Background: an optimization exercise with open tools, aiming at small area, a short achievable clock period and few clock cycles. Do not read the settings as production practice.
In this exercise RTL edits were held to simulation tests only and were not proved equivalent to the original.
No activity file was given, so power comes from the tool's default toggle rates.

--- design/flow/design.v ---
module rk_gpio_bank (
    input             clk,
    input             rst,
    input      [31:0] env,           
    input             we_dir,     input [31:0] nv_dir,
    input             we_dr,      input [31:0] nv_dr,
    input             we_inten,   input [31:0] nv_inten,
    input             we_inttype, input [31:0] nv_inttype,
    input             we_intpol,  input [31:0] nv_intpol,
    input             we_pull,    input [31:0] nv_pull,
    input             we_tmask,   input [31:0] nv_tmask,
    input             we_wake,    input [31:0] nv_wake,
    input      [31:0] latch_clr,     
    input             do_suspend,
    input             do_resume,
    output reg [31:0] dir,
    output reg [31:0] dr,
    output reg [31:0] inten,
    output reg [31:0] inttype,
    output reg [31:0] intpol,
    output reg [31:0] pull,
    output reg [31:0] tmask,
    output reg [31:0] wake,
    output reg        clk_on,
    output     [31:0] pad,
    output     [31:0] intstatus
);
    reg [31:0] latch;        
    reg [31:0] s_prev;       
    reg [31:0] saved_en;     
    wire [31:0] s_now     = ~(pad ^ intpol);
    wire [31:0] new_edge  = {32{clk_on}} & inten & inttype & ~s_prev & s_now;
    wire [31:0] eff_latch = latch | new_edge;
    assign pad       = (dir & dr) | (~dir & env);
    assign intstatus = inten & ((inttype & eff_latch) | (~inttype & s_now));
    always @(posedge clk) begin
        if (rst) begin
            dir      <= 32'd0;
            dr       <= 32'd0;
            inten    <= 32'd0;
            inttype  <= 32'd0;
            intpol   <= 32'd0;
            pull     <= 32'd0;
            tmask    <= 32'd0;
            wake     <= 32'd0;
            saved_en <= 32'd0;
            latch    <= 32'd0;
            s_prev   <= 32'd0;
            clk_on   <= 1'b1;
        end else begin
            s_prev <= s_now;
            latch  <= eff_latch & ~latch_clr;
            if (we_dir)     dir     <= nv_dir;
            if (we_dr)      dr      <= nv_dr;
            if (we_inten)   inten   <= nv_inten;
            if (we_inttype) inttype <= nv_inttype;
            if (we_intpol)  intpol  <= nv_intpol;
            if (we_pull)    pull    <= nv_pull;
            if (we_tmask)   tmask   <= nv_tmask;
            if (we_wake)    wake    <= nv_wake;
            if (do_suspend && clk_on) begin
                saved_en <= inten;
                inten    <= wake;
                if (wake == 32'd0)
                    clk_on <= 1'b0;
            end
            if (do_resume) begin
                clk_on <= 1'b1;
                inten  <= saved_en | (intstatus & wake);
            end
        end
    end
endmodule
module rk_gpio (
    input              clk,
    input              rst,
    input              cmd_valid,
    output             cmd_ready,
    input      [31:0]  cmd_desc,
    input      [31:0]  cmd_data,
    output             rsp_valid,
    output reg [2:0]   rsp_status,
    output reg [31:0]  rsp_data,
    output             disp_valid,
    output     [7:0]   disp_irq,
    output             disp_exit,
    input      [63:0]  pad_in,
    output     [63:0]  pad_out,
    output     [63:0]  pad_oe,
    output     [63:0]  pull_en,
    output     [1:0]   bank_irq
);
    localparam OP_REG_READ  = 8'h01, OP_REG_WRITE = 8'h02, OP_SET_BITS = 8'h03,
               OP_WM_WRITE  = 8'h04, OP_WM_READ   = 8'h05,
               OP_SET_DIR   = 8'h10, OP_SET_LEVEL = 8'h11, OP_GET_LEVEL = 8'h12,
               OP_SET_PULL  = 8'h13, OP_SET_TRIG  = 8'h14, OP_REQUEST   = 8'h15,
               OP_TO_IRQ    = 8'h16,
               OP_IRQ_EN    = 8'h20, OP_IRQ_DIS   = 8'h21, OP_IRQ_ACK   = 8'h22,
               OP_SET_WAKE  = 8'h23,
               OP_DEMUX     = 8'h30, OP_SUSPEND   = 8'h40, OP_RESUME    = 8'h41;
    localparam R_DIR = 4'd0, R_DR = 4'd1, R_EXT = 4'd2, R_INTEN = 4'd3,
               R_INTTYPE = 4'd4, R_INTPOL = 4'd5, R_INTSTATUS = 4'd6,
               R_EOI = 4'd7, R_PULL1 = 4'd8;
    localparam ST_OK = 3'd0, ST_RANGE = 3'd1, ST_TRIG = 3'd2, ST_PULL = 3'd3,
               ST_MALFORMED = 3'd5, ST_INVREG = 3'd6, ST_GATED = 3'd7;
    localparam S_IDLE = 3'd0, S_EXEC = 3'd1, S_SCAN = 3'd2, S_UPD = 3'd3,
               S_REST = 3'd4, S_RESP = 3'd5;
    reg [2:0] state;
    reg [31:0] desc_q, data_q;
    reg        dm_bank;
    reg [31:0] dm_rem, dm_ilr, dm_tmask, dm_lvl, dm_newpol, dm_saved;
    reg        dm_acked, dm_need;
    wire [7:0]  op   = desc_q[31:24];
    wire [3:0]  fa   = desc_q[23:20];
    wire [3:0]  fz   = desc_q[19:16];
    wire [15:0] pin  = desc_q[15:0];
    wire [7:0]  fb   = desc_q[15:8];
    wire [7:0]  fr   = desc_q[7:0];
    wire is_reg_op  = (op == OP_REG_READ) || (op == OP_REG_WRITE) || (op == OP_SET_BITS);
    wire is_wm_op   = (op == OP_WM_WRITE) || (op == OP_WM_READ);
    wire is_pin_op  = (op >= OP_SET_DIR && op <= OP_TO_IRQ) || (op >= OP_IRQ_EN && op <= OP_SET_WAKE);
    wire flag_a     = (op == OP_SET_BITS) || (op == OP_SET_DIR) || (op == OP_SET_LEVEL) ||
                      (op == OP_SET_WAKE);
    wire code_a     = (op == OP_SET_PULL) || (op == OP_SET_TRIG) || is_wm_op;
    wire known_op   = is_reg_op || is_wm_op || is_pin_op || (op == OP_DEMUX) ||
                      (op == OP_SUSPEND) || (op == OP_RESUME);
    reg malformed;
    always @* begin
        malformed = 1'b0;
        if (!known_op) malformed = 1'b1;
        if (fz != 4'd0) malformed = 1'b1;
        if (flag_a && fa > 4'd1) malformed = 1'b1;
        if (!flag_a && !code_a && fa != 4'd0) malformed = 1'b1;
        if (is_wm_op && fa >= 4'd3) malformed = 1'b1;
        if (op == OP_DEMUX && fr != 8'd0) malformed = 1'b1;
        if ((op == OP_SUSPEND || op == OP_RESUME) && pin != 16'd0) malformed = 1'b1;
    end
    wire       pin_ok  = (pin < 16'd64);
    wire       pbank   = pin[5];
    wire [4:0] poff    = pin[4:0];
    wire [31:0] pmask  = 32'd1 << poff;
    wire       bank_ok = (fb < 8'd2);
    wire       rbank   = is_pin_op ? pbank : fb[0];
    wire       reg_ok  = bank_ok && (fr <= 8'd8);
    wire [31:0] k_dir [0:1], k_dr [0:1], k_inten [0:1], k_inttype [0:1], k_intpol [0:1];
    wire [31:0] k_pull [0:1], k_tmask [0:1], k_wake [0:1], k_pad [0:1], k_ist [0:1];
    wire [1:0]  k_clk_on;
    reg         we_dir, we_dr, we_inten, we_inttype, we_intpol, we_pull, we_tmask, we_wake;
    reg  [31:0] nv_dir, nv_dr, nv_inten, nv_inttype, nv_intpol, nv_pull, nv_tmask, nv_wake;
    reg  [31:0] clr;
    reg         do_suspend, do_resume;
    wire        wb = (state == S_EXEC) ? rbank : dm_bank;
    genvar g;
    generate
        for (g = 0; g < 2; g = g + 1) begin : gen_bank
            wire sel = (wb == g);
            rk_gpio_bank u_bank (
                .clk(clk), .rst(rst), .env(pad_in[g*32 +: 32]),
                .we_dir(we_dir && sel),         .nv_dir(nv_dir),
                .we_dr(we_dr && sel),           .nv_dr(nv_dr),
                .we_inten(we_inten && sel),     .nv_inten(nv_inten),
                .we_inttype(we_inttype && sel), .nv_inttype(nv_inttype),
                .we_intpol(we_intpol && sel),   .nv_intpol(nv_intpol),
                .we_pull(we_pull && sel),       .nv_pull(nv_pull),
                .we_tmask(we_tmask && sel),     .nv_tmask(nv_tmask),
                .we_wake(we_wake && sel),       .nv_wake(nv_wake),
                .latch_clr(sel ? clr : 32'd0),
                .do_suspend(do_suspend), .do_resume(do_resume),
                .dir(k_dir[g]), .dr(k_dr[g]), .inten(k_inten[g]), .inttype(k_inttype[g]),
                .intpol(k_intpol[g]), .pull(k_pull[g]), .tmask(k_tmask[g]), .wake(k_wake[g]),
                .clk_on(k_clk_on[g]), .pad(k_pad[g]), .intstatus(k_ist[g])
            );
            assign pad_out[g*32 +: 32] = k_dr[g];
            assign pad_oe[g*32 +: 32]  = k_dir[g];
            assign pull_en[g*32 +: 32] = k_pull[g];
            assign bank_irq[g]         = |k_ist[g];
        end
    endgenerate
    wire [31:0] b_dir     = k_dir[rbank];
    wire [31:0] b_dr      = k_dr[rbank];
    wire [31:0] b_inten   = k_inten[rbank];
    wire [31:0] b_inttype = k_inttype[rbank];
    wire [31:0] b_intpol  = k_intpol[rbank];
    wire [31:0] b_pull    = k_pull[rbank];
    wire [31:0] b_pad     = k_pad[rbank];
    wire [31:0] b_env     = pad_in[rbank*32 +: 32];
    wire [31:0] b_ist     = k_ist[rbank];
    wire [31:0] b_tmask   = k_tmask[rbank];
    wire [31:0] b_wake    = k_wake[rbank];
    wire        gated     = !k_clk_on[rbank];
    reg [31:0] rval;
    always @* begin
        case (fr[3:0])
            R_DIR:       rval = b_dir;
            R_DR:        rval = b_dr;
            R_EXT:       rval = b_pad;
            R_INTEN:     rval = b_inten;
            R_INTTYPE:   rval = b_inttype;
            R_INTPOL:    rval = b_intpol;
            R_INTSTATUS: rval = b_ist;
            R_PULL1:     rval = b_pull;
            default:     rval = 32'd0;
        endcase
    end
    wire [31:0] wval = (op == OP_REG_WRITE) ? data_q :
                       (fa[0] ? (rval | data_q) : (rval & ~data_q));
    reg [2:0]  ex_status;
    reg [31:0] ex_data;
    reg        ex_demux;
    always @* begin
        we_dir = 1'b0;  we_dr = 1'b0;  we_inten = 1'b0;  we_inttype = 1'b0;
        we_intpol = 1'b0;  we_pull = 1'b0;  we_tmask = 1'b0;  we_wake = 1'b0;
        nv_dir = b_dir;  nv_dr = b_dr;  nv_inten = b_inten;  nv_inttype = b_inttype;
        nv_intpol = b_intpol;  nv_pull = b_pull;  nv_tmask = b_tmask;  nv_wake = b_wake;
        clr = 32'd0;
        do_suspend = 1'b0;
        do_resume  = 1'b0;
        ex_status  = ST_OK;
        ex_data    = 32'd0;
        ex_demux   = 1'b0;
        case (state)
            S_EXEC: begin
                if (malformed) begin
                    ex_status = ST_MALFORMED;
                end else if (is_reg_op) begin
                    if (!reg_ok)
                        ex_status = ST_INVREG;
                    else if (gated)
                        ex_status = ST_GATED;
                    else if (op == OP_REG_READ)
                        ex_data = rval;
                    else begin
                        case (fr[3:0])
                            R_DIR:     begin we_dir = 1'b1;     nv_dir = wval;     end
                            R_DR:      begin we_dr = 1'b1;      nv_dr = wval;      end
                            R_INTEN:   begin we_inten = 1'b1;   nv_inten = wval;   end
                            R_INTTYPE: begin we_inttype = 1'b1; nv_inttype = wval; end
                            R_INTPOL:  begin we_intpol = 1'b1;  nv_intpol = wval;  end
                            R_PULL1:   begin we_pull = 1'b1;    nv_pull = wval;    end
                            R_EOI:     clr = wval;
                            default: ;
                        endcase
                    end
                end else if (is_wm_op) begin
                    ex_status = ST_INVREG;
                end else if (is_pin_op) begin
                    if (!pin_ok)
                        ex_status = ST_RANGE;
                    else if (op == OP_SET_PULL && (fa == 4'd1 || fa == 4'd2 || fa > 4'd3))
                        ex_status = ST_PULL;
                    else if (op == OP_SET_TRIG && fa > 4'd4)
                        ex_status = ST_TRIG;
                    else if (op == OP_TO_IRQ)
                        ex_data = 32'd64 + {16'd0, pin};
                    else if (op == OP_REQUEST)
                        ex_status = ST_OK;
                    else if (op == OP_SET_WAKE) begin
                        we_wake = 1'b1;
                        nv_wake = fa[0] ? (b_wake | pmask) : (b_wake & ~pmask);
                    end else if (gated)
                        ex_status = ST_GATED;
                    else begin
                        case (op)
                            OP_SET_DIR: begin
                                we_dir = 1'b1;
                                nv_dir = fa[0] ? (b_dir | pmask) : (b_dir & ~pmask);
                            end
                            OP_SET_LEVEL: begin
                                we_dr = 1'b1;
                                nv_dr = fa[0] ? (b_dr | pmask) : (b_dr & ~pmask);
                            end
                            OP_GET_LEVEL:
                                ex_data = {31'd0, b_pad[poff]};
                            OP_SET_PULL: begin
                                we_pull = 1'b1;
                                nv_pull = (fa == 4'd3) ? (b_pull | pmask) : (b_pull & ~pmask);
                            end
                            OP_SET_TRIG: begin
                                we_dir = 1'b1;  we_inttype = 1'b1;  we_intpol = 1'b1;  we_tmask = 1'b1;
                                nv_dir = b_dir & ~pmask;
                                case (fa)
                                    4'd0: begin    
                                        nv_inttype = b_inttype & ~pmask;
                                        nv_intpol  = b_intpol & ~pmask;
                                        nv_tmask   = b_tmask & ~pmask;
                                    end
                                    4'd1: begin    
                                        nv_inttype = b_inttype & ~pmask;
                                        nv_intpol  = b_intpol | pmask;
                                        nv_tmask   = b_tmask & ~pmask;
                                    end
                                    4'd2: begin    
                                        nv_inttype = b_inttype | pmask;
                                        nv_intpol  = b_intpol | pmask;
                                        nv_tmask   = b_tmask & ~pmask;
                                    end
                                    4'd3: begin    
                                        nv_inttype = b_inttype | pmask;
                                        nv_intpol  = b_intpol & ~pmask;
                                        nv_tmask   = b_tmask & ~pmask;
                                    end
                                    default: begin
                                        nv_inttype = b_inttype | pmask;
                                        nv_intpol  = b_env[poff] ? (b_intpol & ~pmask)
                                                                 : (b_intpol | pmask);
                                        nv_tmask   = b_tmask | pmask;
                                    end
                                endcase
                            end
                            OP_IRQ_EN: begin
                                we_inten = 1'b1;
                                nv_inten = b_inten | pmask;
                            end
                            OP_IRQ_DIS: begin
                                we_inten = 1'b1;
                                nv_inten = b_inten & ~pmask;
                            end
                            OP_IRQ_ACK:
                                clr = pmask;
                            default: ;
                        endcase
                    end
                end else if (op == OP_DEMUX) begin
                    if (!bank_ok)
                        ex_status = ST_INVREG;
                    else if (gated)
                        ex_status = ST_GATED;
                    else begin
                        ex_data  = b_ist;
                        ex_demux = 1'b1;
                    end
                end else if (op == OP_SUSPEND) begin
                    do_suspend = 1'b1;
                    if (k_clk_on != 2'b11)
                        ex_status = ST_GATED;
                end else begin
                    do_resume = 1'b1;
                end
            end
            S_UPD: begin
                we_inten  = 1'b1;  nv_inten  = 32'd0;
                we_intpol = 1'b1;  nv_intpol = dm_newpol;
            end
            S_REST: begin
                we_inten = 1'b1;  nv_inten = dm_saved;
            end
            default: ;
        endcase
    end
    reg [4:0] dm_cur;
    integer k;
    always @* begin
        dm_cur = 5'd0;
        for (k = 0; k < 32; k = k + 1)
            if (dm_rem[k]) dm_cur = k[4:0];
    end
    assign cmd_ready  = (state == S_IDLE);
    assign rsp_valid  = (state == S_RESP);
    assign disp_valid = (state == S_SCAN) && (dm_rem != 32'd0);
    assign disp_irq   = 8'd64 + {2'b0, dm_bank, dm_cur};
    assign disp_exit  = disp_valid && dm_ilr[dm_cur] && !dm_acked;
    always @(posedge clk) begin
        if (rst) begin
            state      <= S_IDLE;
            rsp_status <= ST_OK;
            rsp_data   <= 32'd0;
        end else begin
            case (state)
                S_IDLE: begin
                    if (cmd_valid) begin
                        desc_q <= cmd_desc;
                        data_q <= cmd_data;
                        state  <= S_EXEC;
                    end
                end
                S_EXEC: begin
                    rsp_status <= ex_status;
                    rsp_data   <= ex_data;
                    state      <= S_RESP;
                    if (ex_demux) begin
                        dm_bank   <= rbank;
                        dm_rem    <= b_ist;
                        dm_ilr    <= b_inttype;
                        dm_tmask  <= b_tmask;
                        dm_lvl    <= b_pad;
                        dm_newpol <= b_intpol;
                        dm_acked  <= 1'b0;
                        dm_need   <= 1'b0;
                        state     <= S_SCAN;
                    end
                end
                S_SCAN: begin
                    if (dm_rem == 32'd0) begin
                        state <= dm_need ? S_UPD : S_RESP;
                    end else begin
                        if (dm_ilr[dm_cur])
                            dm_acked <= 1'b1;
                        if (dm_tmask[dm_cur]) begin
                            dm_newpol[dm_cur] <= ~dm_lvl[dm_cur];
                            dm_need           <= 1'b1;
                        end
                        dm_rem[dm_cur] <= 1'b0;
                    end
                end
                S_UPD: begin
                    dm_saved <= k_inten[dm_bank];
                    state    <= S_REST;
                end
                S_REST: begin
                    state <= S_RESP;
                end
                default: begin
                    state <= S_IDLE;
                end
            endcase
        end
    end
endmodule
--- design/flow/run.sh ---
#!/bin/bash
# synth_recipe.tcl (not shown) runs the flow's synth.tcl, then flattens the netlist and writes it again
# the make line also repeats each setting of config.mk as NAME=value (left out here)
make -C /OpenROAD-flow-scripts/flow DESIGN_CONFIG=/design/flow/config.mk WORK_HOME=/design/flow/orfs CLKGATE_MAP_FILE= SYNTH_SCRIPT=/design/flow/synth_recipe.tcl finish
--- design/flow/config.mk ---
export PLATFORM = sky130hd
export DESIGN_NAME = rk_gpio
export DESIGN_NICKNAME = rk_gpio
export VERILOG_FILES = /design/flow/design.v
export SDC_FILE = /design/flow/constraint.sdc
export NUM_CORES = 8
export LEC_CHECK = 0
export CAP_MARGIN = 40
export CORE_MARGIN = 2
export CORE_UTILIZATION = 25
export SLEW_MARGIN = 20
--- design/flow/constraint.sdc ---
create_clock -name core_clock -period 10.0 [get_ports {clk}]
set_input_delay 2.0000 -clock core_clock [delete_from_list [all_inputs] [get_ports {clk}]]
set_output_delay 2.0000 -clock core_clock [all_outputs]
set_load 0.01 [all_outputs]
==> metrics.md <==
| Metric | Value |
|---|---|
| Outcome | `finished clean` |
| Area Overhead vs Synth | `25.9%` |
| Crit. End Element | `primary output` |
| Routed WL per cell | `47.9 um` |
| Synth top area cells | `dfxtp_1 25%, edfxtp_1 13%, nand2_1 8.4%` |
| Hold Fails Final Rpt | `0` |
| Area leader, netlist | `dfxtp_1` |
| Synth Area per Inst | `8.06 um2` |
| Power Density | `143 nW/um2` |
| Post_cts resized | `0` |
| FFs w/ async S/R, synth | `0` |
| Post-synth EDFFs | `259` |
| Final setup TNS | `0 ns` |
| Worst-path fanout max | `3` |
| Relative slew slack | `0.183` |
| CTS tree | `done` |
| Grt total ovfl | `0` |
| Final period util | `0.849` |
| First-pass GRT wire length | `679000 um` |
| Total of max-cap violations | `0` |
| Worst-path cell with the longest stage delay | `clkdlybuf4s50_1` |
| Vias per cell | `6.56` |
| RSZ-0062 raised after global routing | `false` |
| DR pass1 iterations | `15` |
| DPL Wire Length | `404000 um` |
| CP Cell Sequence | `clkdlybuf4s50_1 > mux2i_1 > xnor2_1 > o21ai_0 > buf_4 > nand2_1 > nand4_1 > nor4_1 > buf_2 > nand4_1 > clkdlybuf4s50_1` |
| Worst Hold Class | `flip-flop to flip-flop` |
| Worst skew pair latency | `0.85 ns` |
| Worst setup SP type | `input pin` |
| Synth warn | `2` |
| Tmin final | `8.49 ns` |
| Top cell type's share of synthesized area | `0.251` |
| Clock transition at path regs | `0.06 ns` |
| Clock tree buffer depth | `3` |
| Post-Layout Cell Count | `11200` |
| Fmax | `118 MHz` |
| Worst Max-Slew Pin Slew | `roughly 1.2 ns` |
| Die ar. | `241000 um2` |
| Post-CTS Repair Setup Buffers | `0` |
| RePlAce Congestion | `1.12` |
| Register bit count reported by yosys | `~1000` |
| Sequential area share after synthesis | `0.382` |
| Tot GR Track Use | `0.424` |
| Pleak | `25.4 nW` |
| Crit Path Category | `input pin to primary output` |
| Post-DRT Antenna Nets | `0` |
| Max IR drop VDD | `about 150 uV` |
| Number of I/O pins | `372` |
| Port Buffers | `~370` |
| Mapped Nets | `7499` |
| Synth Cell Area | `a little under 60000 um2` |
| Initial Util | `0.252` |
| Die W | `491 um` |
| Clock Root Buffer | `clkbuf_16` |
| Number of distinct library cells after synthesis | `116` |
| Worst endpoint required time | `8.00 ns` |
| Clock Skews | `roughly 0.05 ns` |
| Post-Route WL | `535000 um` |
| DR iter-0 viols | `14500` |
| Synthesized netlist cell count | `7362` |
| # rows | `178` |
| Layout cells sized above 1 | `0.141` |
| Crit-path max cell delay | `approximately 0.76 ns` |
| CTS Buf Count | `135` |
| Die Height | `491 um` |
| Filler instances | `24900` |
| Vias in the first global route | `65300` |
| Vias | `73300` |
| Hold buffers post-CTS | `0` |
| Endpoints failing setup | `0` |
| Largest net degree at the start of global routing | `158` |
| Dominant register cell in the synthesized netlist | `dfxtp_1` |
| Clk sink count | `1003` |
| Arrival time at the worst endpoint | `6.49 ns` |
| # nets final | `7983` |
| H-tree depth | `4` |
| Slew Viols, Final | `0` |
| Initial antenna violation count | `95` |
| Core Area | `236000 um2` |
| DR DRC count | `0` |
| Placed insts | `10800` |
[logic make-up (layout without fill, tap and decap cells)]
logic type,Yosys count,after routing,synth area share
and+or+nand+nor,2732,2732,0.202
AOI/OAI and AO/OA,2436,2436,0.273
DFF,1003,1003,0.382
buffers and inverters,664,1262,0.0477
muxes,447,447,0.0833
xor gates and xnor gates,72,72,0.0106
adders and majority gates,6,6,0.00126
other,2,61,0.000127
[area by class of cell]
type | count | area [um2] | area share
diodes | 59 | 148 | 0.00198
clock buffers | 187 | 3750 | 0.0502
clock inverters | 64 | 707 | 0.00946
inverters | 85 | 334 | 0.00447
multi-input cells | 5695 | 34500 | 0.462
flip-flops and latches | 1003 | 22700 | 0.304
well taps | 3150 | 3940 | 0.0528
repair buffers | 926 | 8610 | 0.115
[layer usage]
| metal | up-vias | share of wire | track usage |
|---|---|---|---|
| met3 | 1800 | 0.15 | 0.210 |
| met4 | 46 | 0.10 | 0.353 |
| met5 | - | 0.0015 | 0.0190 |
| li1 | 28300 | - | - |
| met2 | 6792 | 0.38 | 0.566 |
| met1 | 36400 | 0.37 | 0.500 |
[path summary, 6_finish.rpt]
kind / slack, ns / cells past startpoint / startpoint / to
hold / removal: 0.45 / 2 / gen_bank[0].u_bank.tmask[11] / gen_bank[0].u_bank.tmask[11]
hold reg to reg: 0.45 / 2 / gen_bank[0].u_bank.tmask[11] / gen_bank[0].u_bank.tmask[11]
setup / recovery: 1.51 / 11 / pad_in[56] / bank_irq[1]
setup reg to reg: 3.06 / 13 / desc_q[28] / gen_bank[1].u_bank.pull[9]
[worst max-delay path, delay by kind of cell]
family / cells / cell delay (ns)
multiplexers: 1 / 0.22
buffers and inverters: 4 / 1.91
AO/OA/AOI/OAI: 1 / 0.16
AND/OR/NAND/NOR: 4 / 1.89
XOR/XNOR: 1 / 0.28
[report_power, final]
group          leakage, nW  internal [W]  switching, W
logic                 14.8      0.000325      0.000991
clock network         2.16       0.00288       0.00222
registers             8.39       0.00420     0.0000752
[layout by cell type, fill, tap and decap left out, types with 36 or more instances in the layout]
cell type        count
a211oi_1           188
a21oi_1            736
a221oi_1            68
a22o_1              76
a22oi_1            129
a31oi_1            102
and2_1              74
and3_1              45
buf_4              438
clkbuf_1            37
clkbuf_16          137
clkdlybuf4s50_1    368
dfxtp_1            743
diode_2             59
edfxtp_1           259
inv_1               75
mux2_2              86
mux2i_1            323
nand2_1           1319
nand2b_1            73
nand3_1            136
nand4_1             36
nor2_1             654
nor3_1             126
nor4_1              42
o211ai_1            56
o21ai_0            390
o22ai_1            127
o31ai_1             70
xnor2_1             43
[cell usage after synthesis, types with 24 or more instances]
| cell | n |
|---|---|
| o2111ai_1 | 26 |
| o31ai_1 | 70 |
| buf_1 | 43 |
| and3_1 | 48 |
| mux2_2 | 86 |
| a222oi_1 | 27 |
| nor3_1 | 133 |
| mux4_2 | 28 |
| a32o_1 | 25 |
| xor2_1 | 29 |
| or3_1 | 30 |
| nand2_1 | 1326 |
| o211ai_1 | 56 |
| edfxtp_1 | 259 |
| a22o_1 | 76 |
| nand2b_1 | 76 |
| a22oi_1 | 130 |
| a221oi_1 | 69 |
| o21ai_0 | 407 |
| nor4_1 | 46 |
| xnor2_1 | 43 |
| a211oi_1 | 191 |
| inv_1 | 76 |
| dfxtp_1 | 744 |
| and2_1 | 75 |
| mux2i_1 | 332 |
| a21o_1 | 26 |
| o221a_2 | 27 |
| nand4_1 | 36 |
| a21oi_1 | 746 |
| buf_4 | 28 |
| nor2b_1 | 29 |
| o22ai_1 | 128 |
| a31oi_1 | 104 |
| clkbuf_1 | 385 |
| a32oi_1 | 24 |
| buf_2 | 110 |
| nor2_1 | 685 |
| nand3_1 | 141 |
[stage by stage]
| stage | utilization | hold WS [ns] | instance area [um2] | power [W] | worst slack, ns |
|---|---|---|---|---|---|
| 6_report | 0.317 | 0.450 | 74700 | 0.0107 | 1.51 |
| 5_1_grt | 0.316 | 0.463 | 74600 | 0.0108 | 1.69 |
| 4_1_cts | 0.315 | 0.450 | 74200 | 0.0106 | 1.84 |
| 3_5_place_dp | 0.296 | 0.445 | 69800 | 0.00556 | 1.86 |
| 3_3_place_gp | 0.290 | 0.437 | 68400 | 0.00554 | 1.35 |
| 2_1_floorplan | - | 0.431 | 59300 | 0.00479 | 2.43 |
Testbench counts, summed over its fixed seeds: cycles 12,337.

-- port drivers added, routing unchanged --
Ports are ideal in the flow. The routed layout listed here was re-timed in OpenROAD. Step 1 sets driving cells, clkbuf_16 on the clock port and buf_2 on the other inputs (assumed; they add their load-dependent delay and slew). Step 2 times the ports against the registers' clock, not the clock port: input delays grow and output delays shrink by t, the midpoint of the rising clock arrivals with the driver on. a / b / c = no drivers / after step 1 / after step 2; a / b = the first two.
t (ns): 0.925
slack for setup (ns): 1.512 / 1.490 / 1.490
worst hold slack (ns): 0.450 / 0.450 / 0.450
After both steps this run still meets setup and hold. The setup slack of this run moves by -0.022 ns with the drivers and by -0.022 ns with both steps.
